This design comes from an exercise in tuning for small area, a short achievable clock period and few clock cycles on the open sky130 flow, not from production work. Where RTL was checked, it was by simulation tests only, not by an equivalence proof against the original. Only the layout flow was run in runs 4 to 7; the RTL was not checked for function there. Power is estimated from default activity; no workload was simulated.

--- flow/config.mk ---
export PLATFORM = sky130hd
export DESIGN_NAME = st7032_encoder
export DESIGN_NICKNAME = st7032_encoder
export VERILOG_FILES = /design/flow/design.v
export SDC_FILE = /design/flow/constraint.sdc
export NUM_CORES = 4
export LEC_CHECK = 0
export CAP_MARGIN = 20
export CORE_MARGIN = 2
export CORE_UTILIZATION = 40
export SETUP_SLACK_MARGIN = 1.9
export SLEW_MARGIN = 20
--- flow/flow/run.sh ---
#!/bin/bash
set -euo pipefail
cd "$(dirname "$0")/.."
export BUFFER_PORTS_ARGS="-buffer_cell sky130_fd_sc_hd__buf_1"
DU="sky130_fd_sc_hd__probe_p_8 sky130_fd_sc_hd__probec_p_8 sky130_fd_sc_hd__lpflow_bleeder_1 sky130_fd_sc_hd__lpflow_clkbufkapwr_1 sky130_fd_sc_hd__lpflow_clkbufkapwr_16 sky130_fd_sc_hd__lpflow_clkbufkapwr_2 sky130_fd_sc_hd__lpflow_clkbufkapwr_4 sky130_fd_sc_hd__lpflow_clkbufkapwr_8 sky130_fd_sc_hd__lpflow_clkinvkapwr_1 sky130_fd_sc_hd__lpflow_clkinvkapwr_16 sky130_fd_sc_hd__lpflow_clkinvkapwr_2 sky130_fd_sc_hd__lpflow_clkinvkapwr_4 sky130_fd_sc_hd__lpflow_clkinvkapwr_8 sky130_fd_sc_hd__lpflow_decapkapwr_12 sky130_fd_sc_hd__lpflow_decapkapwr_3 sky130_fd_sc_hd__lpflow_decapkapwr_4 sky130_fd_sc_hd__lpflow_decapkapwr_6 sky130_fd_sc_hd__lpflow_decapkapwr_8 sky130_fd_sc_hd__lpflow_inputiso0n_1 sky130_fd_sc_hd__lpflow_inputiso0p_1 sky130_fd_sc_hd__lpflow_inputiso1n_1 sky130_fd_sc_hd__lpflow_inputiso1p_1 sky130_fd_sc_hd__lpflow_inputisolatch_1 sky130_fd_sc_hd__lpflow_isobufsrc_1 sky130_fd_sc_hd__lpflow_isobufsrc_16 sky130_fd_sc_hd__lpflow_isobufsrc_2 sky130_fd_sc_hd__lpflow_isobufsrc_4 sky130_fd_sc_hd__lpflow_isobufsrc_8 sky130_fd_sc_hd__lpflow_isobufsrckapwr_16 sky130_fd_sc_hd__lpflow_lsbuf_lh_hl_isowell_tap_1 sky130_fd_sc_hd__lpflow_lsbuf_lh_hl_isowell_tap_2 sky130_fd_sc_hd__lpflow_lsbuf_lh_hl_isowell_tap_4 sky130_fd_sc_hd__lpflow_lsbuf_lh_isowell_4 sky130_fd_sc_hd__lpflow_lsbuf_lh_isowell_tap_1 sky130_fd_sc_hd__lpflow_lsbuf_lh_isowell_tap_2 sky130_fd_sc_hd__lpflow_lsbuf_lh_isowell_tap_4"
for c in or4_1 or4_2 or4_4 or4b_1 or4b_2 or4b_4 or4bb_1 or4bb_2 or4bb_4 nor4_1 nor4_2 nor4_4 nor4b_1 nor4b_2 nor4b_4 nor4bb_1 nor4bb_2 nor4bb_4 or3_1 or3_2 or3_4 or3b_1 or3b_2 or3b_4; do
  DU="$DU sky130_fd_sc_hd__$c"
done
bash standard.sh "DONT_USE_CELLS=$DU" finish > make_finish.log 2>&1
--- flow/design.v ---
module st7032_encoder (
    input  wire        clk,
    input  wire        rst,         
    input  wire        cmd_valid,
    output reg         cmd_ready,
    input  wire [15:0] cmd_word,
    input  wire [15:0] cmd_len,
    input  wire        pay_valid,
    output wire        pay_ready,
    input  wire [7:0]  pay_data,
    output reg         rsp_valid,
    output reg  [2:0]  rsp_result,
    output wire [7:0]  rsp_data,
    output wire [3:0]  rsp_step,
    output reg         ev_valid,
    input  wire        ev_ready,
    output wire [2:0]  ev_kind,
    output wire [7:0]  ev_data,
    input  wire        ev_ok,
    input  wire [7:0]  ev_rdata
);
    localparam [2:0] EV_CFG   = 3'd0;
    localparam [2:0] EV_BEGIN = 3'd1;
    localparam [2:0] EV_WRITE = 3'd2;
    localparam [2:0] EV_END   = 3'd3;
    localparam [2:0] EV_REQ   = 3'd4;
    localparam [2:0] EV_WAIT  = 3'd5;
    localparam [2:0] R_OK        = 3'd0;
    localparam [2:0] R_IGNORED   = 3'd1;
    localparam [2:0] R_NOT_READY = 3'd2;
    localparam [2:0] R_BUS_ERROR = 3'd3;
    localparam [2:0] R_READ_FAIL = 3'd4;
    localparam [2:0] R_INVALID   = 3'd5;
    localparam integer I_CFG   = 0;
    localparam integer I_BEGIN = 1;
    localparam integer I_WSEL  = 2;
    localparam integer I_WBYTE = 3;
    localparam integer I_END   = 4;
    localparam integer I_REQ   = 5;
    localparam integer I_WAIT  = 6;
    localparam [6:0] S_CFG   = 7'd1 << I_CFG;
    localparam [6:0] S_BEGIN = 7'd1 << I_BEGIN;
    localparam [6:0] S_WSEL  = 7'd1 << I_WSEL;
    localparam [6:0] S_WBYTE = 7'd1 << I_WBYTE;
    localparam [6:0] S_END   = 7'd1 << I_END;
    localparam [6:0] S_REQ   = 7'd1 << I_REQ;
    localparam [6:0] S_WAIT  = 7'd1 << I_WAIT;
    reg [6:0]  st;          
    reg [3:0]  op;          
    reg        ready;       
    reg        lines2;      
    reg [7:0]  b;           
    reg [15:0] c;           
    reg        pm;          
    reg        dv;          
    reg        sf;          
    wire busy = !cmd_ready;
    wire idle = cmd_ready;
    wire is_init  = (op == 4'h0);
    wire is_avail = (op == 4'h1);
    wire is_pseq  = (op == 4'h3);
    wire is_data  = (op[3:1] == 3'b001);
    wire in_write = st[I_WSEL] || st[I_WBYTE];
    assign ev_kind   = {st[I_REQ] || st[I_WAIT],
                        in_write || st[I_END],
                        st[I_BEGIN] || st[I_END] || st[I_WAIT]};
    assign ev_data   = b;
    reg        pmw, pmv;
    assign pay_ready = (pmw && ev_ready) || pmv;
    assign rsp_data  = b & {8{dv}};
    assign rsp_step  = ~c[3:0] & {4{sf}};
    wire [3:0] w_op = cmd_word[15:12];
    wire [2:0] w_f  = cmd_word[10:8];
    wire [7:0] w_a  = cmd_word[7:0];
    wire w_is2  = (w_op == 4'h2);
    wire w_isA  = (w_op == 4'hA);
    wire w_isB  = (w_op == 4'hB);
    wire w_is7  = (w_op == 4'h7);
    wire w_is6  = (w_op == 4'h6);
    wire w_use_alo = w_is2 || w_isA || w_isB;                  
    wire w_use_a7  = w_is2 || w_isB;                           
    wire w_use_f0  = (w_op == 4'h0) || w_is6 || w_is7 ||
                     (w_op == 4'h8) || (w_op == 4'h9) || w_isB;
    wire w_use_f1  = w_is6 || w_is7;
    wire w_invalid = cmd_word[11] || (w_op == 4'hF) ||
                     ((|w_a[6:0]) && !w_use_alo) || (w_a[7] && !w_use_a7) ||
                     (w_f[0] && !w_use_f0) || (w_f[1] && !w_use_f1) ||
                     (w_f[2] && !w_is7);
    wire w_open   = (w_op[3:1] == 3'b000);    
    wire w_notrdy = !w_open && !ready;
    wire w_ignore = (w_op == 4'hB) && w_f[0] && !lines2;
    wire w_run    = !w_invalid && !w_notrdy && !w_ignore;
    wire w_init   = (w_op == 4'h0) && !w_invalid;
    wire [2:0] w_res = w_invalid ? R_INVALID : w_notrdy ? R_NOT_READY :
                       w_ignore ? R_IGNORED : R_OK;
    wire [6:0] w_st  = (w_op == 4'h0) ? S_CFG : (w_op[3:2] == 2'b11) ? S_REQ : S_BEGIN;
    wire [2:0] c_f = c[10:8];
    wire [7:0] c_a = c[7:0];
    reg  [7:0] cbyte;
    always @(*) begin
        case (op)
            4'h0: begin
                case (~c[3:0])
                    4'd1:    cbyte = 8'h38;
                    4'd2:    cbyte = 8'h39;
                    4'd3:    cbyte = 8'h14;
                    4'd4:    cbyte = 8'h79;
                    4'd5:    cbyte = 8'h50;
                    4'd6:    cbyte = 8'h6C;
                    4'd7:    cbyte = 8'h0C;
                    4'd8:    cbyte = 8'h01;
                    default: cbyte = 8'h06;
                endcase
            end
            4'h2:    cbyte = c_a;
            4'h4:    cbyte = 8'h01;
            4'h5:    cbyte = 8'h02;
            4'h6:    cbyte = {6'b000001, c_f[1:0]};
            4'h7:    cbyte = {5'b00001, c_f};
            4'h8:    cbyte = {5'b00011, c_f[0], 2'b00};
            4'h9:    cbyte = {5'b00010, c_f[0], 2'b00};
            4'hA:    cbyte = {1'b1, c_a[6:0]};
            default: cbyte = {1'b1, c_a[6] ^ c_f[0], c_a[5:0]};
        endcase
    end
    reg [7:0] rd_byte;
    always @(*) begin
        case (op[1:0])
            2'b00:   rd_byte = ev_rdata;                   
            2'b01:   rd_byte = {7'b0, ev_rdata[7]};        
            default: rd_byte = {1'b0, ev_rdata[6:0]};      
        endcase
    end
    wire step1 = (c[3:0] == ~4'd1);
    wire step9 = (c[3:0] == ~4'd9);
    wire err   = rsp_result[0];           
    wire acc  = cmd_valid && cmd_ready;
    wire fire = ev_valid && ev_ready;
    wire take = pay_valid && pay_ready;
    wire f_cfg   = fire && st[I_CFG];
    wire f_begin = fire && st[I_BEGIN];
    wire f_write = fire && in_write;
    wire f_end   = fire && st[I_END];
    wire f_req   = fire && st[I_REQ];
    wire f_wait  = fire && st[I_WAIT];
    wire f_wait1 = f_wait && b[1:0] == 2'd1;
    wire f_wait2 = f_wait && b[1:0] == 2'd2;
    wire f_wait3 = f_wait && b[1:0] == 2'd3;
    wire f_cbyte   = f_write && st[I_WSEL] && !is_pseq;
    wire pay_wait  = f_write && !take && pm;
    wire init_adv  = (f_wait1 && is_init && !err && !step1 && !step9) || f_wait2;
    wire init_bad  = f_wait1 && is_init && err;
    wire done = f_req || f_wait3 || (f_end && (is_avail || is_data)) ||
                (f_wait1 && (!is_init || err));
    always @(posedge clk) begin
        if (rst) begin
            cmd_ready <= 1'b1;
            rsp_valid <= 1'b0;
        end else if (acc) begin
            cmd_ready <= !w_run;
            rsp_valid <= !w_run;
        end else if (done) begin
            cmd_ready <= 1'b1;
            rsp_valid <= 1'b1;
        end
    end
    wire v_n = rst ? 1'b0 : acc ? w_run : (done || pay_wait) ? 1'b0 :
               take ? 1'b1 : ev_valid;
    always @(posedge clk)
        ev_valid <= v_n;
    always @(posedge clk) begin
        if (rst)
            ready <= 1'b0;
        else if (acc && w_init)
            ready <= 1'b0;
        else if (f_wait3)
            ready <= 1'b1;
    end
    always @(posedge clk)
        if (acc && w_init)
            lines2 <= w_f[0];
    always @(posedge clk)
        if (idle)
            op <= w_op;
    always @(posedge clk)
        if (idle)
            st <= w_st;
        else if (f_cfg || init_adv)
            st <= S_BEGIN;
        else if (f_begin)
            st <= is_avail ? S_END : S_WSEL;
        else if (f_write)
            st <= (take || pm || f_cbyte) ? S_WBYTE : S_END;
        else if (f_end)
            st <= S_WAIT;
    always @(posedge clk)
        if (acc)
            rsp_result <= w_res;
        else if (f_req)
            rsp_result <= {!ev_ok, 2'b00};
        else if (f_end)
            rsp_result <= {1'b0, {2{!is_avail && !ev_ok}}};
    always @(posedge clk)
        if (acc)
            dv <= 1'b0;
        else if (f_req)
            dv <= ev_ok;
        else if (f_end)
            dv <= is_avail;
    always @(posedge clk)
        if (acc)
            sf <= 1'b0;
        else if (init_bad)
            sf <= 1'b1;
    wire pm_n = rst ? 1'b0 : acc ? (w_run && (w_op == 4'h3) && (cmd_len != 16'd0)) :
                take ? (c != 16'd1) : pm;
    always @(posedge clk) begin
        pm  <= pm_n;
        pmw <= pm_n && !acc && (in_write || f_begin);
        pmv <= pm_n && !v_n;
    end
    wire        dec = take || init_adv;
    wire [15:0] cz;                       
    assign cz[0] = 1'b1;
    genvar gi;
    generate
        for (gi = 1; gi < 16; gi = gi + 1) begin : g_cz
            assign cz[gi] = cz[gi - 1] && !c[gi - 1];
        end
    endgenerate
    wire [15:0] w_c = (w_op == 4'h3) ? cmd_len :
                      {cmd_len[15:11], cmd_word[10:4], cmd_word[3:1] | {3{w_op == 4'h0}}, cmd_word[0]};
    wire [15:0] c_dec = c ^ (cz & {16{dec}});
    always @(posedge clk) begin
        c[15:4] <= idle ? w_c[15:4] : c_dec[15:4];
        c[3:0]  <= acc  ? w_c[3:0]  : c_dec[3:0];     
    end
    wire ld_sel  = f_begin;
    wire ld_3e   = acc || init_adv;
    wire ld_w    = f_end;                 
    wire ld_w23  = f_wait1 && is_init && (step1 || step9);
    wire b_hold  = !(ld_3e || ld_sel || f_cbyte || take || ld_w || ld_w23 || f_req);
    always @(posedge clk)
        b <= ({8{ld_3e}}             & 8'h3E)                     |
             ({8{ld_sel}}            & {1'b0, is_data, 6'b0})     |
             ({8{f_cbyte}}           & cbyte)                     |
             ({8{take}}              & pay_data)                  |
             ({8{ld_w}}              & {7'b0, ev_ok || !is_avail}) |
             ({8{ld_w23}}            & {6'b0, 1'b1, step9})      |
             ({8{f_req}}             & rd_byte)                   |
             ({8{b_hold}}            & b);
endmodule
--- flow/standard.sh ---
#!/bin/bash
# synth_recipe.tcl (not shown) runs the flow's synth.tcl, then flattens the netlist and writes it again
# the make line also repeats each setting of config.mk as NAME=value (left out here)
make -C /OpenROAD-flow-scripts/flow DESIGN_CONFIG=/design/flow/config.mk WORK_HOME=/design/flow/orfs CLKGATE_MAP_FILE= SYNTH_SCRIPT=/design/flow/synth_recipe.tcl "${@:-finish}"
--- flow/constraint.sdc ---
create_clock -name core_clock -period 4.0 [get_ports {clk}]
set_input_delay 0.8000 -clock core_clock [delete_from_list [all_inputs] [get_ports {clk}]]
set_output_delay 0.8000 -clock core_clock [all_outputs]
set_load 0.01 [all_outputs]
==> flow_summary.json, run 1 <==
{
  "track_usage_pct": 21.3,
  "place_inst": 565,
  "die_area_sq_mm": 0.00879,
  "cp_max_fo": 6,
  "antenna_found_initial": 0,
  "synth_nets": 458,
  "coreArea_sq_mm": 0.00777,
  "cts.clk_slew.worst_paths_ns": 0.10,
  "clock_latency_ns": 0.31,
  "tritoncts.num_buffers": 5,
  "start_kind": "input port",
  "clock_sinks": 48,
  "yosys_warnings": 1,
  "cts_buffer_depth": 2,
  "grt_pass1_wl_mm": 14.8,
  "drt_iter0_drc": 228,
  "port-buffer-count": 83,
  "rows": 32,
  "nets": 545,
  "tightest_slew_ns": 0.618,
  "timing_worst_setup_path_type": "in2reg",
  "ant_nets": 0,
  "syn_area_sq_mm": 0.00322,
  "synthFlopType": "dfxtp_1",
  "seq_area_frac_synth_pct": 34.5,
  "crit_arrival_ns": 2.23,
  "timing.fmax_mhz": 494,
  "drtPass1Iterations": 5,
  "dp_hpwl_mm": 6.96,
  "avgSynthCellArea_sq_um": 8.12,
  "synth_cell_types": 61,
  "area_growth_syn_to_layout_pct": 20.1,
  "n_fill_cell": 804,
  "cts_tree": "built",
  "min_path_type": "reg2reg",
  "vias": 3245,
  "ys_ff_latch": 48,
  "wl_per_cell_um": 15.7,
  "hold_viol": 0,
  "fin_area_sq_mm": 0.00387,
  "start_util_pct": 41.5,
  "syn_inst": 397,
  "relSlewSlack_pct": 58.5,
  "route.detailed.drc": 0,
  "max-cap-violations": 0,
  "via_per_inst": 5.53,
  "powerDensity_mw_per_mm2": 268,
  "dpl_cell_area_sq_mm": 0.00359,
  "fin_setup_tns_ns": 0,
  "fin_cells": 587,
  "io_pins": 84,
  "grt_pass1_vias": 2871,
  "grt.overflow.total": 0,
  "final_layout_size_suffix_gt1_share_pct": 15.3,
  "die_y_um": 93.8,
  "postCtsHoldBufs": 0,
  "required_ns": 4.20,
  "outcome": "complete, no violations",
  "rsz0062_at_grt": "yes",
  "synth_edf_count": 15,
  "root_buffer": "clkbuf_8",
  "drt_wl_total_mm": 9.19,
  "peakVddDrop_v": 0.000115,
  "grt_max_degree": 28,
  "holdWs_ns": 0.497,
  "die_x_um": 93.8,
  "gp_congestion": 0.871,
  "finClkSkew_ns": 0.0111,
  "maxSlewViolCount": 0,
  "fin_crit_sh_pct": 50.6,
  "synth-async-reset-ratio_pct": 0,
  "setup-violations-final": 0,
  "cp-end-kind": "flip-flop",
  "min_period_ns": 2.02,
  "p_leak_nw": 1.51,
  "htreeDepth": 2,
  "num_antenna_cells": 0
}
synthesized netlist by cell type, types with 8 or more instances:
cell type	instances	area share (%)
nor2_1	56	6.5
nand2_1	43	5.0
dfxtp_1	33	20
a21oi_1	24	3.7
o21ai_0	24	3.7
edfxtp_1	15	14
nor3_1	15	2.3
and2_1	12	2.3
clkbuf_1	11	1.3
inv_1	11	1.3
nand3_1	10	1.6
a31oi_1	9	1.7
nor2b_1	9	1.7
mux2_2	8	2.8
critical path, stage by stage:
cell and delay [ns]:
buf_4 0.10, and4_4 0.22, nand4_1 0.18, a31oi_2 0.28, buf_4 0.19, nand3_2 0.07, xnor2_1 0.13, mux2_2 0.25
metrics by stage:
step           utilization, %  setup slack (ns)  power (mW)
2_1_floorplan               -              1.71       0.669
3_3_place_gp             46.2              1.45       0.728
3_5_place_dp             46.2              1.39       0.728
4_1_cts                  48.7              1.90        1.03
5_1_grt                  49.9              1.88        1.09
6_report                 49.9              1.98        1.04
routing by layer:
metal / wire [um] / global-route usage (%) / vias to the layer above
met5: 0 / 0 / -
li1: - / - / 1615
met1: 4240 / 31.0 / 1469
met2: 4030 / 32.1 / 154
met3: 800 / 4.09 / 7
met4: 116 / 5.43 / 0
logic make-up (layout without fill, tap and decap cells):
logic type,after synthesis,count (layout),share of synthesized area [%]
xor+xnor,12,12,3.26
buf+inv,32,120,4.58
compound gates,101,101,22.0
mux,13,13,4.35
simple gates,184,184,28.6
flops,48,48,34.5
fa+ha+maj,7,7,2.72
worst paths after layout:
kind / from / endpoint / slack [ns] / depth (start not counted)
max: ev_ready / c[15] / 1.98 / 8
min: b[6] / b[6] / 0.50 / 1
max reg2reg: op[2] / b[2] / 2.02 / 5
min reg2reg: b[6] / b[6] / 0.50 / 1
placed cells by master (no fill, tap or decap), types with 7 or more instances in the layout:
master     n
buf_1     78
nor2_1    53
nand2_1   43
dfxtp_1   29
a21oi_1   23
o21ai_0   23
buf_4     18
edfxtp_1  15
nor3_1    13
and2_1    11
inv_1     10
nor2b_1    9
a31oi_1    8
mux2_2     8
nand4_1    7
nand4b_1   7
nand3_1    7
flip-flops by register name, summed over array words and instances (netlist names), 3 cells and up:
| signal | count |
|---|---|
| b | 8 |
| c | 16 |
| op | 4 |
| rsp_result | 3 |
| st | 7 |
layout make-up:
cell class / instances / area [sq um] / area share (%)
multi-input cells: 317 / 2030 / 52.5
flip-flops and latches: 48 / 1120 / 28.9
repair buffers: 100 / 458 / 11.8
well taps: 102 / 128 / 3.29
clock buffers: 5 / 68.8 / 1.78
inverters: 12 / 47.5 / 1.23
clock inverters: 3 / 21.3 / 0.549
where the power goes:
part / total (mW) / internal (mW) / switching [mW] / leakage, nW
registers: 0.552 / 0.521 / 0.0318 / 0.435
logic: 0.183 / 0.0802 / 0.103 / 1.03
clock network: 0.302 / 0.124 / 0.177 / 0.0445
what timing repair did:
action | 4_1_cts | 5_1_grt
buffers inserted | 8 | 5
resized for setup | 14 | 20
gates cloned | 1 | 0
pin swaps | 3 | 9
endpoints found under the setup margin | 34 | 31
Testbench counts, summed over its fixed seeds: cycles 6,320.
==> inputs of run 2 (changes only) <==
--- a/flow/config.mk
+++ b/flow/config.mk
@@ -8,5 +8,6 @@
 export CAP_MARGIN = 20
 export CORE_MARGIN = 2
 export CORE_UTILIZATION = 40
+export PLACE_DENSITY = 0.8
 export SETUP_SLACK_MARGIN = 1.9
 export SLEW_MARGIN = 20
==> run 2 against run 1 <==
  * Critical path depth unchanged
  * Clock power about the same
  * Combinational power up 6%
  * Final area up 1.3%
  * Clock skew down 0.0047 ns
  * Area after synthesis unchanged
  * Non-clock buffer count up 4
  * Synthesized cell count unchanged
  * Via count up 6.7%
  * Worst hold slack better by 0.0023 ns
  * Critical path type unchanged
==> flow_summary.json, run 2 <==
{
  "min_path_type": "reg2reg",
  "min_period_ns": 2.06,
  "die_x_um": 93.8,
  "fin_cells": 591,
  "gp_congestion": 0.913,
  "htreeDepth": 2,
  "drt_wl_total_mm": 9.93,
  "clock_sinks": 48,
  "p_leak_nw": 1.54,
  "via_per_inst": 5.86,
  "outcome": "complete, no violations",
  "fin_crit_sh_pct": 51.5,
  "route.detailed.drc": 0,
  "hold_viol": 0,
  "coreArea_sq_mm": 0.00777,
  "seqPwrFrac_pct": 52.7,
  "fin_area_sq_mm": 0.00392,
  "rows": 32,
  "relSlewSlack_pct": 56.9,
  "tritoncts.num_buffers": 5,
  "vias": 3463,
  "max-cap-violations": 0,
  "grt_pass1_vias": 3061,
  "root_buffer": "clkbuf_8",
  "dpl_cell_area_sq_mm": 0.00358,
  "ant_nets": 0,
  "combPwrFrac_pct": 18.6,
  "grt_max_degree": 29,
  "start_util_pct": 41.5,
  "synth_area_leaders": "dfxtp_1 (20%), edfxtp_1 (14%), nor2_1 (6.5%)",
  "tightest_slew_ns": 0.642,
  "peakVddDrop_v": 0.000121,
  "crit_arrival_ns": 2.26,
  "start_kind": "input port",
  "p_int_uw": 728,
  "dp_slack_ns": 1.37,
  "layout_commonest_cell": "buf_1",
  "clkPwrFrac_pct": 28.7,
  "synth_common_cells": "nor2_1 (56), nand2_1 (43), dfxtp_1 (33), a21oi_1 (24), o21ai_0 (24)",
  "cp_max_fo": 7,
  "synth_nets": 458,
  "avgSynthCellArea_sq_um": 8.12,
  "seq_area_frac_synth_pct": 34.5,
  "postCtsHoldBufs": 0,
  "reg.largest.list": "c: 16 flops, b: 8 flops, st: 7 flops",
  "required_ns": 4.20,
  "cts.clk_slew.worst_paths_ns": 0.09,
  "syn_inst": 397,
  "synth_cell_types": 61,
  "largest_register_ffs": 16,
  "synthFlopType": "dfxtp_1",
  "antenna_found_initial": 0,
  "die_area_sq_mm": 0.00879,
  "yosysTopAreaCell": "dfxtp_1",
  "finalWorstSetupSlack_ns": 1.94,
  "cts_buffer_depth": 2,
  "layout_common_cells": "buf_1 (77), nor2_1 (54), nand2_1 (42), dfxtp_1 (29), a21oi_1 (23)",
  "grt.overflow.total": 0,
  "die_y_um": 93.8,
  "cp-end-kind": "flip-flop",
  "dp_hpwl_mm": 7.26,
  "io_pins": 84,
  "final_layout_size_suffix_gt1_share_pct": 15.7,
  "p_total_mw": 1.05,
  "yosys_warnings": 1,
  "track_usage_pct": 22.0,
  "synth-async-reset-ratio_pct": 0,
  "cts_tree": "built",
  "maxSlewViolCount": 0,
  "regMostFlops": "c",
  "area_growth_syn_to_layout_pct": 21.7,
  "powerDensity_mw_per_mm2": 267,
  "p_sw_uw": 320,
  "place_inst": 564,
  "drt_iter0_drc": 247,
  "drtPass1Iterations": 5,
  "timing.fmax_mhz": 485,
  "setup-violations-final": 0,
  "syn_area_sq_mm": 0.00322,
  "grt_pass1_wl_mm": 15.3,
  "nets": 549,
  "p_sw_share_pct": 30.5,
  "fin_setup_tns_ns": 0,
  "wl_per_cell_um": 16.8,
  "synth_edf_count": 15,
  "clock_latency_ns": 0.31,
  "num_antenna_cells": 0,
  "timing_worst_setup_path_type": "in2reg",
  "port-buffer-count": 83,
  "finClkSkew_ns": 0.00636,
  "rsz0062_at_grt": "yes",
  "yosys.cell_count.top_type": "nor2_1",
  "yosysTopAreaCellShare_pct": 20.5,
  "ys_ff_latch": 48
}
[run 2: logic make-up after synthesis]
logic type	after synthesis	synth area share, %
mux	13	4.35
flops	48	34.5
fa+ha+maj	7	2.72
xor+xnor	12	3.26
simple gates	184	28.6
compound gates	101	22.0
buf+inv	32	4.58
[run 2: path summary, 6_finish.rpt]
path	startpoint	to	slack, ns	depth (start not counted)
min reg2reg	b[5]	b[5]	0.50	2
min	b[5]	b[5]	0.50	2
max	ev_ready	c[7]	1.94	8
max reg2reg	op[3]	b[2]	1.97	5
[run 2: what timing repair did]
| action | 4_1_cts | 5_1_grt |
|---|---|---|
| hold endpoints to repair | 0 | 0 |
| resized for setup | 15 | 25 |
| setup buffers | 8 | 10 |
| pin swaps | 4 | 10 |
| endpoints found under the setup margin | 40 | 32 |
| gates cloned | 1 | 0 |
[run 2: metrics by stage]
step	hold WS [ns]	utilization (%)
after floorplan	0.471	-
after global placement	0.460	46.2
after detailed placement	0.483	46.2
after CTS	0.503	48.5
after global routing	0.539	50.5
final	0.499	50.5
[run 2: per-layer routing]
layer	vias up	track usage [%]	part of all wire [%]
li1	1623	-	-
met4	0	6.52	2.8
met1	1585	30.1	42
met2	224	35.2	45
met5	-	0	0
met3	31	4.17	11
[run 2: power groups by stage]
stage,Clock (mW),Combinational (mW),Sequential (mW)
after floorplan,0,0.124,0.546
after global placement,0,0.159,0.566
after detailed placement,0,0.163,0.566
after CTS,0.302,0.175,0.551
after global routing,0.324,0.215,0.555
final,0.301,0.194,0.552
[run 2: area by class of cell]
cell class	instances	area (sq um)
well taps	102	128
multi-input cells	317	2050
clock buffers	6	72.6
inverters	12	51.3
repair buffers	104	493
fillers	755	3840
clock inverters	2	11.3
flip-flops and latches	48	1120
[run 2: critical path, cell delays in order]
cell and delay [ns]:
clkbuf_2 0.12, and2_4 0.18, nand4b_1 0.25, a31oi_4 0.28, buf_6 0.16, nand4b_1 0.17, xor2_1 0.21, o21ai_1 0.08
==> inputs of run 3 (changes only) <==
--- a/flow/config.mk
+++ b/flow/config.mk
@@ -8,6 +8,6 @@
 export CAP_MARGIN = 20
 export CORE_MARGIN = 2
 export CORE_UTILIZATION = 40
-export PLACE_DENSITY = 0.8
+export PLACE_DENSITY = 0.45
 export SETUP_SLACK_MARGIN = 1.9
 export SLEW_MARGIN = 20
==> run 3 against run 2 <==
  * Synthesized cell count unchanged
  * Flip-flop and latch count unchanged
  * Final area about the same
  * Global-route usage increased by 1.7 points
  * Die area unchanged
  * First-iteration DRC count decreased by 23%
  * Register-to-register slack improved by 0.02 ns
  * Critical endpoint is now ev_kind[2]
  * Highest routed layer unchanged
==> flow_summary.json, run 3 <==
{
  "synth_common_cells": "nor2_1 (56), nand2_1 (43), dfxtp_1 (33), a21oi_1 (24), o21ai_0 (24)",
  "grt_pass1_wl_mm": 16.2,
  "cts.clk_slew.worst_paths_ns": 0.11,
  "yosysTopAreaCellShare_pct": 20.5,
  "timing_worst_setup_path_type": "reg2out",
  "antenna_found_initial": 0,
  "hold_viol": 0,
  "synth_area_leaders": "dfxtp_1 (20%), edfxtp_1 (14%), nor2_1 (6.5%)",
  "die_y_um": 93.8,
  "final_layout_size_suffix_gt1_share_pct": 15.7,
  "reg.largest.list": "c: 16 flops, b: 8 flops, st: 7 flops",
  "area_growth_syn_to_layout_pct": 21.7,
  "p_total_mw": 1.04,
  "hold_depth": 1,
  "p_sw_share_pct": 30.5,
  "outcome": "complete, no violations",
  "regMostFlops": "c",
  "p_leak_nw": 1.55,
  "drt_wl_total_mm": 10.1,
  "synth_edf_count": 15,
  "gp_congestion": 0.843,
  "port-buffer-count": 83,
  "synthFlopType": "dfxtp_1",
  "seqPwrFrac_pct": 52.9,
  "start_util_pct": 41.5,
  "grt_use_met3_pct": 3.77,
  "drt_iter0_drc": 189,
  "track_usage_pct": 23.7,
  "p_sw_uw": 317,
  "num_antenna_cells": 0,
  "relSlewSlack_pct": 69.3,
  "cp_max_fo": 4,
  "cp-end-kind": "output port",
  "met1_usage_pct": 32.0,
  "fin_setup_tns_ns": 0,
  "largest_register_ffs": 16,
  "layout_commonest_cell": "buf_1",
  "peakVddDrop_v": 0.000149,
  "seq_area_frac_synth_pct": 34.5,
  "max-cap-violations": 0,
  "clkPwrFrac_pct": 29.2,
  "grt_pass1_vias": 3092,
  "grt_max_degree": 29,
  "die_x_um": 93.8,
  "setup-violations-final": 0,
  "cts_tree": "built",
  "syn_inst": 397,
  "tritoncts.num_buffers": 5,
  "root_buffer": "clkbuf_8",
  "fin_cells": 594,
  "avgSynthCellArea_sq_um": 8.12,
  "finalWorstSetupSlack_ns": 1.94,
  "r2r_cells": 5,
  "dp_hpwl_mm": 7.53,
  "vias": 3262,
  "timing.fmax_mhz": 487,
  "synth_nets": 458,
  "p_int_uw": 723,
  "dp_slack_ns": 1.36,
  "rsz0062_at_grt": "yes",
  "htreeDepth": 2,
  "holdWs_ns": 0.489,
  "yosysTopAreaCell": "dfxtp_1",
  "fin_crit_sh_pct": 51.4,
  "grt.overflow.total": 0,
  "via_per_inst": 5.49,
  "nets": 552,
  "route.detailed.drc": 0,
  "cts_buffer_depth": 2,
  "maxSlewViolCount": 0,
  "layout_common_cells": "buf_1 (77), nor2_1 (54), nand2_1 (43), dfxtp_1 (29), a21oi_1 (24)",
  "wl_per_cell_um": 17.0,
  "io_pins": 84,
  "die_area_sq_mm": 0.00879,
  "syn_area_sq_mm": 0.00322,
  "place_inst": 564,
  "min_period_ns": 2.06,
  "min_path_type": "reg2reg",
  "drtPass1Iterations": 4,
  "ys_ff_latch": 48,
  "powerDensity_mw_per_mm2": 265,
  "rows": 32,
  "yosys.cell_count.top_type": "nor2_1",
  "grt-busiest-layer": "met2",
  "ant_nets": 0,
  "grt_use_met2_pct": 39.5,
  "synth-async-reset-ratio_pct": 0,
  "start_kind": "flip-flop",
  "combPwrFrac_pct": 17.9,
  "finClkSkew_ns": 0.0194,
  "tightest_slew_ns": 0.459,
  "required_ns": 3.20,
  "yosys_warnings": 1,
  "crit_arrival_ns": 1.26,
  "synth_cell_types": 61,
  "coreArea_sq_mm": 0.00777,
  "clock_latency_ns": 0.31,
  "clock_sinks": 48
}
==> run 3: cell families after synthesis <==
kind of cell             count (synthesis)  share of synthesized area [%]
multiplexers                            13                           4.35
XOR/XNOR                                12                           3.26
buffers and inverters                   32                           4.58
AND/OR/NAND/NOR                        184                           28.6
adder cells (fa/ha/maj)                  7                           2.72
flip-flops                              48                           34.5
AO/OA/AOI/OAI                          101                           22.0
==> run 3: metal layers <==
metal | wire length (um) | share of wire, % | vias up
met1 | 4840 | 48 | 1510
met5 | 0 | 0 | -
met2 | 4580 | 45 | 108
met3 | 584 | 5.8 | 9
li1 | - | - | 1635
met4 | 126 | 1.2 | 0
==> run 3: through the flow <==
step                utilization [%]  cell area, sq um
floorplan                         -              3240
global placement               46.2              3580
detailed placement             46.2              3580
CTS                            48.5              3760
global route                   50.5              3920
finish                         50.5              3920
==> run 3: timing repair <==
item | 4_1_cts | 5_1_grt
pin swaps | 2 | 9
setup endpoints to repair | 40 | 38
setup buffers | 8 | 14
gates cloned | 0 | 0
endpoints found under the hold margin | 0 | 0
hold buffers | 0 | 0
resized for setup | 13 | 22
==> run 3: final timing paths <==
kind	from	to	slack [ns]
worst min-delay path	b[6]	b[6]	0.49
worst min register to register	b[6]	b[6]	0.49
worst max-delay path	st[6]	ev_kind[2]	1.94
worst max register to register	op[2]	b[7]	1.99
==> run 3: area by class of cell <==
class | instances | area, sq um
clock inverter | 3 | 17.5
multi-input combinational | 317 | 2000
clock buffer | 5 | 68.8
inverter | 12 | 47.5
sequential | 48 | 1120
fill | 839 | 3840
timing repair buffer | 107 | 539
tap | 102 | 128
==> run 3: worst max-delay path, stage by stage, from the launching register on <==
cell,delay [ns]
edfxtp_1,0.49
or2_2,0.33
buf_1,0.13
==> run 3: power groups by stage <==
| stage | logic, mW | clock network [mW] | registers [mW] |
|---|---|---|---|
| final | 0.187 | 0.303 | 0.550 |
| after global routing | 0.210 | 0.330 | 0.554 |
| after global placement | 0.165 | 0 | 0.568 |
| after detailed placement | 0.166 | 0 | 0.568 |
| after CTS | 0.178 | 0.313 | 0.552 |
| after floorplan | 0.124 | 0 | 0.546 |
==> inputs of run 4 (changes only) <==
--- a/flow/design.v
+++ b/flow/design.v
@@ -65,8 +65,8 @@
                         in_write || st[I_END],
                         st[I_BEGIN] || st[I_END] || st[I_WAIT]};
     assign ev_data   = b;
-    reg        pmw, pmv;
-    assign pay_ready = (pmw && ev_ready) || pmv;
+    reg        pmw;
+    assign pay_ready = pmw && (ev_ready || !ev_valid);
     assign rsp_data  = b & {8{dv}};
     assign rsp_step  = ~c[3:0] & {4{sf}};
     wire [3:0] w_op = cmd_word[15:12];
@@ -217,7 +217,6 @@
     always @(posedge clk) begin
         pm  <= pm_n;
         pmw <= pm_n && !acc && (in_write || f_begin);
-        pmv <= pm_n && !v_n;
     end
     wire        dec = take || init_adv;
     wire [15:0] cz;                       
--- a/flow/config.mk
+++ b/flow/config.mk
@@ -8,6 +8,5 @@
 export CAP_MARGIN = 20
 export CORE_MARGIN = 2
 export CORE_UTILIZATION = 40
-export PLACE_DENSITY = 0.45
 export SETUP_SLACK_MARGIN = 1.9
 export SLEW_MARGIN = 20
==> run 4 against run 3 <==
  * Still clean on timing, DRC and antenna
  * Combinational power grew 13%
  * Synthesized cell count unchanged
  * Via count rose by 2.6%
  * Global-route usage decreased by 1.6 points
  * Worst setup slack lost 0.029 ns
  * First-iteration DRC count decreased by 3.2%
  * Critical path depth is 5 higher
  * Power rose by 2.0%
  * Largest cell class unchanged
==> flow_summary.json, run 4 <==
{
  "outcome": "complete, no violations",
  "cp-end-kind": "flip-flop",
  "grt_pass1_wl_mm": 15.4,
  "relSlewSlack_pct": 66.8,
  "syn_inst": 397,
  "multi_input_area_sq_mm": 0.00210,
  "cts.clk_slew.worst_paths_ns": 0.08,
  "timing.fmax_mhz": 480,
  "start_util_pct": 41.6,
  "min_path_type": "reg2reg",
  "via_per_inst": 5.65,
  "area_growth_syn_to_layout_pct": 25.0,
  "powerDensity_mw_per_mm2": 263,
  "cts_buffer_depth": 2,
  "synthFlopType": "dfxtp_1",
  "gp_congestion": 0.893,
  "drt_iter0_drc": 183,
  "synth-async-reset-ratio_pct": 0,
  "rsz0062_at_grt": "yes",
  "tritoncts.num_buffers": 5,
  "nets": 551,
  "cp_max_fo": 5,
  "io_pins": 84,
  "synthSimpleGateAreaFrac_pct": 27.8,
  "drtPass1Iterations": 4,
  "die_y_um": 93.8,
  "crit_arrival_ns": 2.12,
  "tightest_slew_ns": 0.497,
  "dp_hpwl_mm": 7.46,
  "start_kind": "input port",
  "layout_common_cells": "buf_1 (77), nand2_1 (37), nor2_1 (34), dfxtp_1 (28), buf_4 (24)",
  "layout_commonest_cell": "buf_1",
  "route.detailed.drc": 0,
  "yosysTopAreaCell": "dfxtp_1",
  "utilization_pct": 52.0,
  "clock_sinks": 47,
  "syn_area_sq_mm": 0.00323,
  "num_antenna_cells": 0,
  "drt_wl_total_mm": 10.0,
  "synth_edf_count": 15,
  "reg.largest.list": "c: 16 flops, b: 8 flops, st: 7 flops",
  "largest_register_ffs": 16,
  "root_buffer": "clkbuf_8",
  "synth_area_leaders": "dfxtp_1 (20%), edfxtp_1 (14%), nand2_1 (4.4%)",
  "finClkSkew_ns": 0.0146,
  "synth_nets": 458,
  "max-cap-violations": 0,
  "register_area_sq_mm": 0.00110,
  "coreArea_sq_mm": 0.00777,
  "port-buffer-count": 83,
  "fin_setup_tns_ns": 0,
  "die_x_um": 93.8,
  "maxSlewViolCount": 0,
  "peakVddDrop_v": 0.000115,
  "hold_viol": 0,
  "yosys.cell_count.top_type": "nand2_1",
  "clock_latency_ns": 0.31,
  "avgSynthCellArea_sq_um": 8.13,
  "htreeDepth": 2,
  "synth-xor-area-share_pct": 2.98,
  "synth_cell_types": 62,
  "track_usage_pct": 22.2,
  "setup-violations-final": 0,
  "n_fill_cell": 790,
  "synth_common_cells": "nand2_1 (38), nor2_1 (37), dfxtp_1 (32), nor3_1 (23)",
  "synth_top_family_by_area": "simple AND/OR/NAND/NOR gates",
  "vias": 3348,
  "required_ns": 4.04,
  "seq_area_frac_synth_pct": 33.8,
  "grt_pass1_vias": 3035,
  "dp_slack_ns": 1.40,
  "synth-compound-area-share_pct": 23.1,
  "antenna_found_initial": 0,
  "muxShareOfSynthArea_pct": 5.00,
  "postCtsHoldBufs": 0,
  "min_period_ns": 2.08,
  "timing_worst_setup_path_type": "in2reg",
  "finalWorstSetupSlack_ns": 1.92,
  "cts_tree": "built",
  "grt.overflow.total": 0,
  "p_leak_nw": 1.52,
  "ant_nets": 0,
  "yosysTopAreaCellShare_pct": 19.8,
  "wl_per_cell_um": 16.9,
  "synthAdderAreaFrac_pct": 2.71,
  "die_area_sq_mm": 0.00881,
  "fin_crit_sh_pct": 52.1,
  "grt_max_degree": 24,
  "final_layout_size_suffix_gt1_share_pct": 17.5,
  "ys_ff_latch": 47,
  "rows": 32,
  "regMostFlops": "c",
  "yosys_warnings": 1
}
## run 4: cell types whose count changed in the layout (fill, tap and decap cells not counted), moves of 5 or more
| cell | before | now |
|---|---|---|
| nor3_1 | 14 | 21 |
| nand2_1 | 43 | 37 |
| a221o_1 | 4 | 10 |
| nand4b_1 | 7 | 2 |
| o21ai_1 | 2 | 7 |
| and3_1 | 2 | 7 |
| nor2_1 | 54 | 34 |
| a21oi_1 | 24 | 19 |
## run 4: worst max-delay path, stage by stage
cell	delay (ns)
buf_8	0.09
or2_1	0.23
or2_0	0.20
a21o_1	0.16
a221o_2	0.40
a41oi_2	0.17
o21ai_1	0.07
## run 4: power breakdown
group          internal, mW  total (mW)  switching [mW]
combinational        0.0997       0.212           0.112
sequential            0.510       0.542          0.0314
clock                 0.142       0.307           0.165
total                 0.752        1.06           0.309
## run 4: worst paths after layout
check / to / start / cells after the start / slack, ns
min: b[2] / b[2] / 1 / 0.50
max: rsp_result[0] / cmd_word[14] / 7 / 1.92
min reg2reg: b[2] / b[2] / 1 / 0.50
max reg2reg: c[14] / c[0] / 8 / 2.01
## run 4: repair_timing
action,4_1_cts,5_1_grt
setup buffers,8,14
pin swaps,4,2
setup endpoints to repair,37,42
gates resized for setup,26,27
## run 4: cells by family after synthesis
| group | count (synthesis) |
|---|---|
| simple gates | 172 |
| compound gates | 109 |
| flops | 47 |
| buf+inv | 36 |
| mux | 15 |
| xor+xnor | 11 |
| fa+ha+maj | 7 |
## run 4: cell type report
type,count,share of cell area (%)
clock buffer,7,2.14
clock inverter,1,0.217
inverter,14,1.39
multi-input combinational,314,52.1
sequential,47,27.3
tap,102,3.16
timing repair buffer,108,13.7
## run 4: per-stage QoR
stage	cells	total power [mW]	hold slack [ns]	area [sq um]
finish	593	1.06	0.496	4040
floorplan	397	0.661	0.471	3240
global route	593	1.11	0.528	4040
CTS	579	1.04	0.488	3850
detailed placement	563	0.724	0.471	3600
global placement	563	0.723	0.461	3600
## run 4: metal layers
layer	GRT usage, %	wire length, um	vias up
li1	-	-	1643
met5	0	0	-
met1	30.4	4800	1577
met4	4.71	69	0
met3	3.21	571	8
met2	37.1	4590	120
==> inputs of run 5 (changes only) <==
--- a/flow/design.v
+++ b/flow/design.v
@@ -51,7 +51,6 @@
     reg        lines2;      
     reg [7:0]  b;           
     reg [15:0] c;           
-    reg        pm;          
     reg        dv;          
     reg        sf;          
     wire busy = !cmd_ready;
@@ -147,7 +146,7 @@
     wire f_wait2 = f_wait && b[1:0] == 2'd2;
     wire f_wait3 = f_wait && b[1:0] == 2'd3;
     wire f_cbyte   = f_write && st[I_WSEL] && !is_pseq;
-    wire pay_wait  = f_write && !take && pm;
+    wire pay_wait  = f_write && !take && pmw;
     wire init_adv  = (f_wait1 && is_init && !err && !step1 && !step9) || f_wait2;
     wire init_bad  = f_wait1 && is_init && err;
     wire done = f_req || f_wait3 || (f_end && (is_avail || is_data)) ||
@@ -190,7 +189,7 @@
         else if (f_begin)
             st <= is_avail ? S_END : S_WSEL;
         else if (f_write)
-            st <= (take || pm || f_cbyte) ? S_WBYTE : S_END;
+            st <= (take || pmw || f_cbyte) ? S_WBYTE : S_END;
         else if (f_end)
             st <= S_WAIT;
     always @(posedge clk)
@@ -212,11 +211,13 @@
             sf <= 1'b0;
         else if (init_bad)
             sf <= 1'b1;
-    wire pm_n = rst ? 1'b0 : acc ? (w_run && (w_op == 4'h3) && (cmd_len != 16'd0)) :
-                take ? (c != 16'd1) : pm;
-    always @(posedge clk) begin
-        pm  <= pm_n;
-        pmw <= pm_n && !acc && (in_write || f_begin);
+    always @(posedge clk) begin
+        if (rst || idle)
+            pmw <= 1'b0;
+        else if (f_begin)
+            pmw <= is_pseq && (c != 16'd0);
+        else if (take)
+            pmw <= (c != 16'd1);
     end
     wire        dec = take || init_adv;
     wire [15:0] cz;                       
--- a/flow/config.mk
+++ b/flow/config.mk
@@ -8,5 +8,5 @@
 export CAP_MARGIN = 20
 export CORE_MARGIN = 2
 export CORE_UTILIZATION = 40
-export SETUP_SLACK_MARGIN = 1.9
+export SETUP_SLACK_MARGIN = 1.8
 export SLEW_MARGIN = 20
==> run 5 against run 4 <==
  * Via count down 4.1%
  * Wire length fell by 8.9%
  * Critical path depth fell by 3
  * Critical path type is now in2out
==> flow_summary.json, run 5 <==
{
  "synth_area_leaders": "dfxtp_1 (20%), edfxtp_1 (14%), nand2_1 (4.7%)",
  "finClkSkew_ns": 0.00929,
  "reg.largest.list": "c: 16 flops, b: 8 flops, st: 7 flops",
  "max-cap-violations": 0,
  "hold_viol": 0,
  "synth_edf_count": 15,
  "postCtsHoldBufs": 0,
  "wirelength_met1_mm": 4.25,
  "r2r_cells": 6,
  "p_leak_nw": 1.45,
  "timing.fmax_mhz": 459,
  "critical_path.slowest_cell": "nand2b_1",
  "tightest_slew_ns": 0.576,
  "highest_layer": "met4",
  "n_fill_cell": 779,
  "ys_ff_latch": 46,
  "rows": 32,
  "gp_congestion": 0.913,
  "place_inst": 546,
  "yosys.cell_count.top_type": "nand2_1",
  "min_period_ns": 2.18,
  "r2r_slack_ns": 1.90,
  "antenna_found_initial": 0,
  "synthFlopType": "dfxtp_1",
  "cp-end-kind": "output port",
  "muxShareOfSynthArea_pct": 5.00,
  "synth_cell_types": 62,
  "cts.clk_slew.worst_paths_ns": 0.08,
  "fin_setup_tns_ns": 0,
  "dp_hpwl_mm": 6.75,
  "syn_inst": 378,
  "maxSlewViolCount": 0,
  "multi_input_area_sq_mm": 0.00199,
  "drt_iter0_drc": 184,
  "r2r_end": "c[13]",
  "drtPass1Iterations": 5,
  "powerDensity_mw_per_mm2": 286,
  "start_util_pct": 41.1,
  "required_ns": 3.20,
  "grt.overflow.total": 0,
  "synth-xor-area-share_pct": 3.58,
  "yosysTopAreaCellShare_pct": 19.5,
  "num_antenna_cells": 0,
  "holdWs_ns": 0.507,
  "outcome": "complete, no violations",
  "yosysTopAreaCell": "dfxtp_1",
  "grt_pass1_wl_mm": 14.5,
  "setup-violations-final": 0,
  "holdPathEnd": "rsp_valid",
  "seq_area_frac_synth_pct": 33.7,
  "timing_worst_setup_path_type": "in2out",
  "p_total_mw": 1.08,
  "layout_common_cells": "buf_1 (79), nand2_1 (38), nor2_1 (29), dfxtp_1 (28), a21oi_1 (23)",
  "ant_nets": 0,
  "route.detailed.drc": 0,
  "synthAdderAreaFrac_pct": 2.76,
  "critPathBufInv": 2,
  "root_buffer": "clkbuf_8",
  "grt_pass1_vias": 2860,
  "hp-start": "rsp_valid",
  "cts_tree": "built",
  "area_growth_syn_to_layout_pct": 18.5,
  "synth-async-reset-ratio_pct": 0,
  "synth_common_cells": "nand2_1 (40), dfxtp_1 (31), nor2_1 (31), a21oi_1 (24), o21ai_0 (21)",
  "crit_start": "ev_ready",
  "min_path_type": "reg2reg",
  "synth_nets": 439,
  "peakVddDrop_v": 0.000139,
  "avgSynthCellArea_sq_um": 8.40,
  "port-buffer-count": 83,
  "fin_cells": 565,
  "relSlewSlack_pct": 61.3,
  "synth_top_family_by_area": "simple AND/OR/NAND/NOR gates",
  "start_kind": "input port",
  "critPathMaxStageDelay_ns": 0.17,
  "clock_sinks": 46,
  "yosys_warnings": 1,
  "track_usage_pct": 20.8,
  "die_x_um": 93.1,
  "layout_commonest_cell": "buf_1",
  "crit_arrival_ns": 1.38,
  "crit_family": "simple AND/OR/NAND/NOR gates",
  "cp_cell_sequence": "buf_2 > nand2b_1 > and2_1 > buf_1",
  "htreeDepth": 2,
  "syn_area_sq_mm": 0.00318,
  "r2r_start": "op[2]",
  "drt_wl_total_mm": 9.13,
  "dpl_cell_area_sq_mm": 0.00354,
  "cp_max_fo": 6,
  "clock_latency_ns": 0.30,
  "vias": 3212,
  "register_area_sq_mm": 0.00107,
  "wl_per_cell_um": 16.2,
  "largest_register_ffs": 16,
  "grt_max_degree": 33,
  "nets": 523,
  "io_pins": 84,
  "fin_crit_sh_pct": 54.5,
  "coreArea_sq_mm": 0.00773,
  "wl_met2_mm": 3.93,
  "via_per_inst": 5.68,
  "cts_buffer_depth": 2,
  "fin_area_sq_mm": 0.00376,
  "hold_depth": 1,
  "die_y_um": 93.1,
  "final_layout_size_suffix_gt1_share_pct": 11.9,
  "synthSimpleGateAreaFrac_pct": 27.7,
  "die_area_sq_mm": 0.00867,
  "rsz0062_at_grt": "yes",
  "wl_met3_um": 689,
  "regMostFlops": "c",
  "synth-compound-area-share_pct": 22.7,
  "tritoncts.num_buffers": 5
}
## run 5: cell count changes after synthesis, sizes merged, moves of 3 or more
cell / delta
xor2: +4
nand4: +5
o21bai: -3
or2: -3
a21boi: +3
a31oi: +3
o21ai: -3
nand3b: +3
nand2b: -3
nor2: -7
a21oi: +4
and2b: -3
o221ai: -3
nor3: -12
## run 5: timing repair
action | CTS | global route
pin swaps | 2 | 4
endpoints found under the setup margin | 33 | 24
gates cloned | 0 | 0
gates resized for setup | 8 | 9
buffers inserted | 6 | 5
## run 5: per-layer routing
metal  vias to the layer above  global-route usage [%]
met1                      1464                    29.8
li1                       1563                       -
met3                        25                    3.38
met5                         -                       0
met2                       160                    31.9
met4                         0                    6.99
## run 5: final cells by class
cell class              instances  share of cell area [%]
multi-input cells             301                    52.9
flip-flops and latches         46                    28.5
repair buffers                 96                    11.1
well taps                     102                    3.39
clock buffers                   7                    2.03
inverters                      12                    1.20
clock inverters                 1                   0.798
## run 5: cell families (layout without fill, tap and decap cells)
| kind of cell | after synthesis | in the layout |
|---|---|---|
| compound gates | 106 | 106 |
| xor+xnor | 13 | 13 |
| fa+ha+maj | 7 | 7 |
| buf+inv | 31 | 116 |
| flops | 46 | 46 |
| mux | 15 | 15 |
| simple gates | 160 | 160 |
## run 5: worst max-delay path by stage
stage | depth (start not counted) | to
detailed placement | 7 | c[13]
global placement | 7 | c[13]
floorplan | 7 | rsp_result[0]
CTS | 8 | c[13]
finish | 4 | pay_ready
global route | 8 | c[5]
## run 5: stage by stage
step / setup WS [ns] / utilization [%]
2_1_floorplan: 1.77 / -
3_3_place_gp: 1.40 / 45.8
3_5_place_dp: 1.32 / 45.8
4_1_cts: 1.80 / 47.9
5_1_grt: 1.77 / 48.7
6_report: 1.82 / 48.7
## run 5: where the power goes
part | leakage (nW) | total, mW | internal (mW) | switching [mW]
sequential | 0.421 | 0.542 | 0.504 | 0.0382
combinational | 0.978 | 0.183 | 0.0796 | 0.104
clock | 0.0524 | 0.350 | 0.187 | 0.163
total | 1.45 | 1.08 | 0.771 | 0.304
==> inputs of run 6 (changes only) <==
--- a/flow/config.mk
+++ b/flow/config.mk
@@ -8,5 +8,5 @@
 export CAP_MARGIN = 20
 export CORE_MARGIN = 2
 export CORE_UTILIZATION = 40
-export SETUP_SLACK_MARGIN = 1.8
+export SETUP_SLACK_MARGIN = 1.7
 export SLEW_MARGIN = 20
==> run 6 against run 5 <==
  * Final area fell by 1.5%
  * Worst hold slack improved by 0.0058 ns
  * Still clean
  * Largest power group unchanged
  * Largest cell class unchanged
  * Combinational power fell by 2%
  * Sequential power barely moved
  * Area after synthesis did not move
  * Flip-flop and latch count did not move
==> flow_summary.json, run 6 <==
{
  "clock_latency_ns": 0.30,
  "relSlewSlack_pct": 48.1,
  "clock_sinks": 46,
  "num_antenna_cells": 0,
  "drtPass1Iterations": 5,
  "utilization_pct": 48.0,
  "htreeDepth": 2,
  "dpl_cell_area_sq_mm": 0.00352,
  "layout_commonest_cell": "buf_1",
  "cts.clk_slew.worst_paths_ns": 0.09,
  "hold_depth": 1,
  "fin_setup_tns_ns": 0,
  "timing.fmax_mhz": 459,
  "seq_area_frac_synth_pct": 33.7,
  "antenna_found_initial": 0,
  "fin_crit_sh_pct": 54.5,
  "vias": 3185,
  "gp_congestion": 0.926,
  "fin_cells": 563,
  "synth_common_cells": "nand2_1 (40), dfxtp_1 (31), nor2_1 (31), a21oi_1 (24), o21ai_0 (21)",
  "syn_area_sq_mm": 0.00318,
  "fin_area_sq_mm": 0.00371,
  "grt_max_degree": 33,
  "cts_buffer_depth": 2,
  "largest_register_ffs": 16,
  "place_inst": 545,
  "grt_pass1_wl_mm": 14.3,
  "hold_viol": 0,
  "grt_pass1_vias": 2882,
  "dp_hpwl_mm": 6.78,
  "final_layout_size_suffix_gt1_share_pct": 10.2,
  "min_path_type": "reg2reg",
  "powerDensity_mw_per_mm2": 272,
  "nets": 521,
  "cp_max_fo": 6,
  "synth-async-reset-ratio_pct": 0,
  "timing_worst_setup_path_type": "in2out",
  "cts_tree": "built",
  "rsz0062_at_grt": "no",
  "port-buffer-count": 83,
  "finClkSkew_ns": 0.00539,
  "ys_ff_latch": 46,
  "yosys_warnings": 1,
  "p_leak_nw": 1.42,
  "drt_iter0_drc": 222,
  "max-cap-violations": 0,
  "synth_nets": 439,
  "ant_nets": 0,
  "root_buffer": "clkbuf_8",
  "p_total_mw": 1.01,
  "min_period_ns": 2.18,
  "avgSynthCellArea_sq_um": 8.40,
  "finalWorstSetupSlack_ns": 1.82,
  "synth_area_leaders": "dfxtp_1 (20%), edfxtp_1 (14%), nand2_1 (4.7%)",
  "required_ns": 3.20,
  "start_kind": "input port",
  "die_y_um": 93.1,
  "yosys.cell_count.top_type": "nand2_1",
  "io_pins": 84,
  "rows": 32,
  "grt.overflow.total": 0,
  "regMostFlops": "c",
  "reg.largest.list": "c: 16 flops, b: 8 flops, st: 7 flops",
  "start_util_pct": 41.1,
  "crit_arrival_ns": 1.38,
  "peakVddDrop_v": 0.000123,
  "via_per_inst": 5.66,
  "tritoncts.num_buffers": 5,
  "track_usage_pct": 20.7,
  "die_x_um": 93.1,
  "cp-end-kind": "output port",
  "synth_cell_types": 62,
  "syn_inst": 378,
  "r2r_cells": 8,
  "synth_edf_count": 15,
  "drt_wl_total_mm": 8.95,
  "outcome": "complete, no violations",
  "setup-violations-final": 0,
  "maxSlewViolCount": 0,
  "dp_slack_ns": 1.31,
  "wl_per_cell_um": 15.9,
  "tightest_slew_ns": 0.777,
  "synthFlopType": "dfxtp_1",
  "holdWs_ns": 0.512,
  "area_growth_syn_to_layout_pct": 16.7,
  "yosysTopAreaCellShare_pct": 19.5,
  "die_area_sq_mm": 0.00867,
  "layout_common_cells": "buf_1 (80), nand2_1 (40), nor2_1 (29), dfxtp_1 (29), a21oi_1 (24)",
  "route.detailed.drc": 0,
  "coreArea_sq_mm": 0.00773,
  "yosysTopAreaCell": "dfxtp_1"
}
[run 6: cell counts after synthesis]
No cell type changed its count.
[run 6: cells by family (layout without fill, tap and decap cells)]
family	after synthesis	in the layout	synth area share (%)
AO/OA/AOI/OAI	106	106	22.7
XOR/XNOR	13	13	3.58
adder cells (fa/ha/maj)	7	7	2.76
buffers and inverters	31	114	4.53
flip-flops	46	46	33.7
multiplexers	15	15	5.00
AND/OR/NAND/NOR	160	160	27.7
[run 6: worst paths after layout]
| check | to | slack, ns | startpoint |
|---|---|---|---|
| worst min-delay path | b[7] | 0.51 | b[7] |
| worst max register to register | c[13] | 1.83 | c[0] |
| worst max-delay path | pay_ready | 1.82 | ev_ready |
| worst min register to register | b[7] | 0.51 | b[7] |
[run 6: layer usage]
layer	share of wire, %	up-vias	GRT usage (%)
li1	-	1558	-
met1	48	1466	29.6
met2	44	150	32.8
met3	6.4	11	2.74
met4	1.5	0	6.13
met5	0	-	0
[run 6: power by group]
group          internal, mW  switching (mW)  leakage (nW)  total, mW
Sequential            0.504          0.0377         0.421      0.541
Clock                 0.124           0.163        0.0385      0.287
Combinational        0.0775           0.102         0.964      0.179
Total                 0.705           0.302          1.42       1.01
[run 6: layout make-up]
cell class	instances	area (sq um)
Clock buffer	7	76.3
Fill cell	804	4020
Timing Repair Buffer	94	398
Multi-Input combinational cell	301	1980
Tap cell	102	128
Sequential cell	46	1070
Clock inverter	1	7.51
Inverter	12	45.0
[run 6: what timing repair did]
item,in CTS,in global routing
setup buffers,3,7
cloned,0,0
setup endpoints to repair,8,36
hold buffers,0,0
gates resized for setup,3,8
pin swaps,1,3
[run 6: worst max-delay path: stages]
cell and delay, ns:
clkbuf_2 0.12, nand2b_1 0.17, and2_1 0.17, buf_1 0.12
==> inputs of run 7 (changes only) <==
--- a/flow/config.mk
+++ b/flow/config.mk
@@ -8,5 +8,5 @@
 export CAP_MARGIN = 20
 export CORE_MARGIN = 2
 export CORE_UTILIZATION = 40
-export SETUP_SLACK_MARGIN = 1.7
+export SETUP_SLACK_MARGIN = 1.9
 export SLEW_MARGIN = 20
==> run 7 against run 6 <==
  * Largest cell class unchanged
  * Clock power grew 28%
  * Area after synthesis is the same
  * Worst setup slack gained 0.076 ns
  * Sequential share of layout area shrank 1.4 points
  * Power grew 9.7%
  * Clock skew grew 0.0055 ns
  * Highest routed layer unchanged
  * Critical path type unchanged
  * Register-to-register slack gained 0.14 ns
  * Sequential power is essentially flat
  * Worst hold slack lost 0.0038 ns
  * Wire length grew 4.0%
==> flow_summary.json, run 7 <==
{
  "outcome": "complete, no violations",
  "drt_iter0_drc": 159,
  "clock_latency_ns": 0.31,
  "syn_inst": 378,
  "layout_commonest_cell": "buf_1",
  "wl_per_cell_um": 16.3,
  "synth-async-reset-ratio_pct": 0,
  "nets": 530,
  "layout_common_cells": "buf_1 (77), nand2_1 (39), nor2_1 (28), dfxtp_1 (26), a21oi_1 (23)",
  "max-cap-violations": 0,
  "grt.overflow.total": 0,
  "start_kind": "input port",
  "yosys_warnings": 1,
  "track_usage_pct": 20.9,
  "r2r_end": "cmd_ready",
  "area_growth_syn_to_layout_pct": 23.4,
  "num_antenna_cells": 0,
  "seq_area_frac_synth_pct": 33.7,
  "die_area_sq_mm": 0.00867,
  "hold_depth": 1,
  "die_y_um": 93.1,
  "min_path_type": "reg2reg",
  "yosysTopAreaCellShare_pct": 19.5,
  "start_util_pct": 41.1,
  "holdWs_ns": 0.509,
  "synthFlopType": "dfxtp_1",
  "yosys.cell_count.top_type": "nand2_1",
  "crit_arrival_ns": 1.30,
  "rows": 32,
  "crit_end": "pay_ready",
  "antenna_found_initial": 0,
  "n_fill_cell": 744,
  "cp-end-kind": "output port",
  "timing.fmax_mhz": 475,
  "rsz0062_at_grt": "yes",
  "synth_nets": 439,
  "dp_hpwl_mm": 6.78,
  "reg.largest.list": "c: 16 flops, b: 8 flops, st: 7 flops",
  "coreArea_sq_mm": 0.00773,
  "finClkSkew_ns": 0.0109,
  "via_per_inst": 5.63,
  "setup-violations-final": 0,
  "gp_congestion": 0.923,
  "root_buffer": "clkbuf_8",
  "yosysTopAreaCell": "dfxtp_1",
  "ant_nets": 0,
  "die_x_um": 93.1,
  "hold_viol": 0,
  "route.detailed.drc": 0,
  "clock_sinks": 46,
  "final_layout_size_suffix_gt1_share_pct": 15.3,
  "ys_ff_latch": 46,
  "crit_start": "ev_ready",
  "largest_register_ffs": 16,
  "r2r_cells": 6,
  "grt_pass1_vias": 2929,
  "synth_common_cells": "nand2_1 (40), dfxtp_1 (31), nor2_1 (31), a21oi_1 (24), o21ai_0 (21)",
  "p_leak_nw": 1.54,
  "tritoncts.num_buffers": 5,
  "grt_pass1_wl_mm": 14.5,
  "critical_path.slowest_cell": "and2_4",
  "syn_area_sq_mm": 0.00318,
  "io_pins": 84,
  "timing_worst_setup_path_type": "in2out",
  "port-buffer-count": 83,
  "htreeDepth": 2,
  "avgSynthCellArea_sq_um": 8.40,
  "cts_buffer_depth": 2,
  "required_ns": 3.20,
  "synth_area_leaders": "dfxtp_1 (20%), edfxtp_1 (14%), nand2_1 (4.7%)",
  "postCtsHoldBufs": 0,
  "cp_max_fo": 5,
  "critPathMaxStageDelay_ns": 0.15,
  "drt_wl_total_mm": 9.31,
  "relSlewSlack_pct": 47.2,
  "vias": 3219,
  "maxSlewViolCount": 0,
  "regMostFlops": "c",
  "synth_edf_count": 15,
  "cp_cell_sequence": "buf_8 > nand2b_4 > and2_4 > buf_6",
  "drtPass1Iterations": 5,
  "synth_cell_types": 62,
  "grt_max_degree": 34,
  "fin_setup_tns_ns": 0,
  "r2r_slack_ns": 1.97,
  "fin_crit_sh_pct": 52.6,
  "peakVddDrop_v": 0.000142,
  "powerDensity_mw_per_mm2": 282,
  "r2r_start": "op[2]",
  "cts_tree": "built",
  "cts.clk_slew.worst_paths_ns": 0.09,
  "min_period_ns": 2.10,
  "tightest_slew_ns": 0.790
}
-- run 7: changes by cell type in the layout (fill, tap and decap cells not counted), moves of 3 or more --
cell and delta:
buf_6 +3, buf_1 -3, buf_4 +7, dfxtp_1 -3
-- run 7: power breakdown --
part | leakage (nW) | total [mW] | internal [mW] | switching, mW
registers | 0.422 | 0.542 | 0.504 | 0.0376
clock network | 0.0585 | 0.367 | 0.188 | 0.179
logic | 1.06 | 0.196 | 0.0889 | 0.107
total | 1.54 | 1.10 | 0.781 | 0.324
-- run 7: kinds of logic after synthesis --
logic type      after synthesis  share of synthesized area (%)
simple gates                160                           27.7
flops                        46                           33.7
compound gates              106                           22.7
buf+inv                      31                           4.53
fa+ha+maj                     7                           2.76
xor+xnor                     13                           3.58
mux                          15                           5.00
-- run 7: final cells by class --
class,count,area [sq um],area share (%)
timing repair buffer,103,523,13.3
clock inverter,3,43.8,1.12
clock buffer,5,68.8,1.76
tap,102,128,3.26
multi-input combinational,301,2030,51.8
sequential,46,1080,27.6
inverter,12,45.0,1.15
-- run 7: worst max-delay path: cells and delay by family --
family | cells | cell delay, ns
buffers and inverters | 2 | 0.21
and+or+nand+nor | 2 | 0.28
-- run 7: metal layers --
metal	up-vias	global-route usage (%)	wire length [um]
li1	1579	-	-
met1	1478	29.0	4380
met2	146	33.2	4130
met4	0	6.62	180
met5	-	0	0
met3	16	3.55	621
-- run 7: worst min-delay path by stage --
stage | from | endpoint | slack [ns]
final | rsp_valid | rsp_valid | 0.51
after global routing | rsp_valid | rsp_valid | 0.54
after CTS | rsp_valid | rsp_valid | 0.51
after detailed placement | rsp_valid | rsp_valid | 0.49
after global placement | rsp_valid | rsp_valid | 0.48
after floorplan | ready | ready | 0.48
-- run 7: what timing repair did --
action,CTS,global route
setup endpoints to repair,39,30
pin swaps,1,13
setup buffers,10,9
resized for setup,17,27
-- run 7: through the flow --
step / power, mW / area [sq um] / util (%) / worst slack (ns) / std cells
after floorplan: 0.661 / 3190 / - / 1.77 / 378
after global placement: 0.718 / 3530 / 45.7 / 1.41 / 545
after detailed placement: 0.721 / 3530 / 45.7 / 1.34 / 545
after CTS: 1.09 / 3760 / 48.7 / 1.89 / 563
after global routing: 1.15 / 3920 / 50.7 / 1.84 / 572
final: 1.10 / 3920 / 50.7 / 1.90 / 572

==> re-timing with driven ports <==
Ports are ideal in the flow. The routed layouts listed here were re-timed in OpenROAD.
Step 1 (the two cells are an assumption about what drives the block):
set clk [get_ports {clk}]
set_driving_cell -lib_cell sky130_fd_sc_hd__clkbuf_16 $clk
set_driving_cell -lib_cell sky130_fd_sc_hd__buf_2 [delete_from_list [all_inputs] $clk]
Step 2, shift: input delay + t, output delay - t, t = (earliest + latest rising clock arrival at the registers) / 2. This alone moves slack from input paths to output paths.
Three values: ideal, step 1, step 2; two values: the first two.
run	t (ns)	setup slack, ns	latest minus earliest clock arrival (ns)	cell pins on the clock port's net
run 1	0.341	1.976 / 1.945 / 1.624	0.011 / 0.011	1
run 2	0.342	1.939 / 1.928 / 1.586	0.006 / 0.006	1
run 3	0.337	1.945 / 1.910 / 1.597	0.019 / 0.020	1
run 4	0.328	1.916 / 1.892 / 1.579	0.015 / 0.014	1
run 5	0.326	1.820 / 1.795 / 1.551	0.010 / 0.009	1
run 6	0.331	1.819 / 1.799 / 1.502	0.006 / 0.006	1
run 7	0.336	1.895 / 1.856 / 1.588	0.011 / 0.011	1
After both steps setup and hold are still met in every run listed. The setup slack of run 2, which loses most, moves by -0.011 ns with the drivers and by -0.353 ns with both steps.
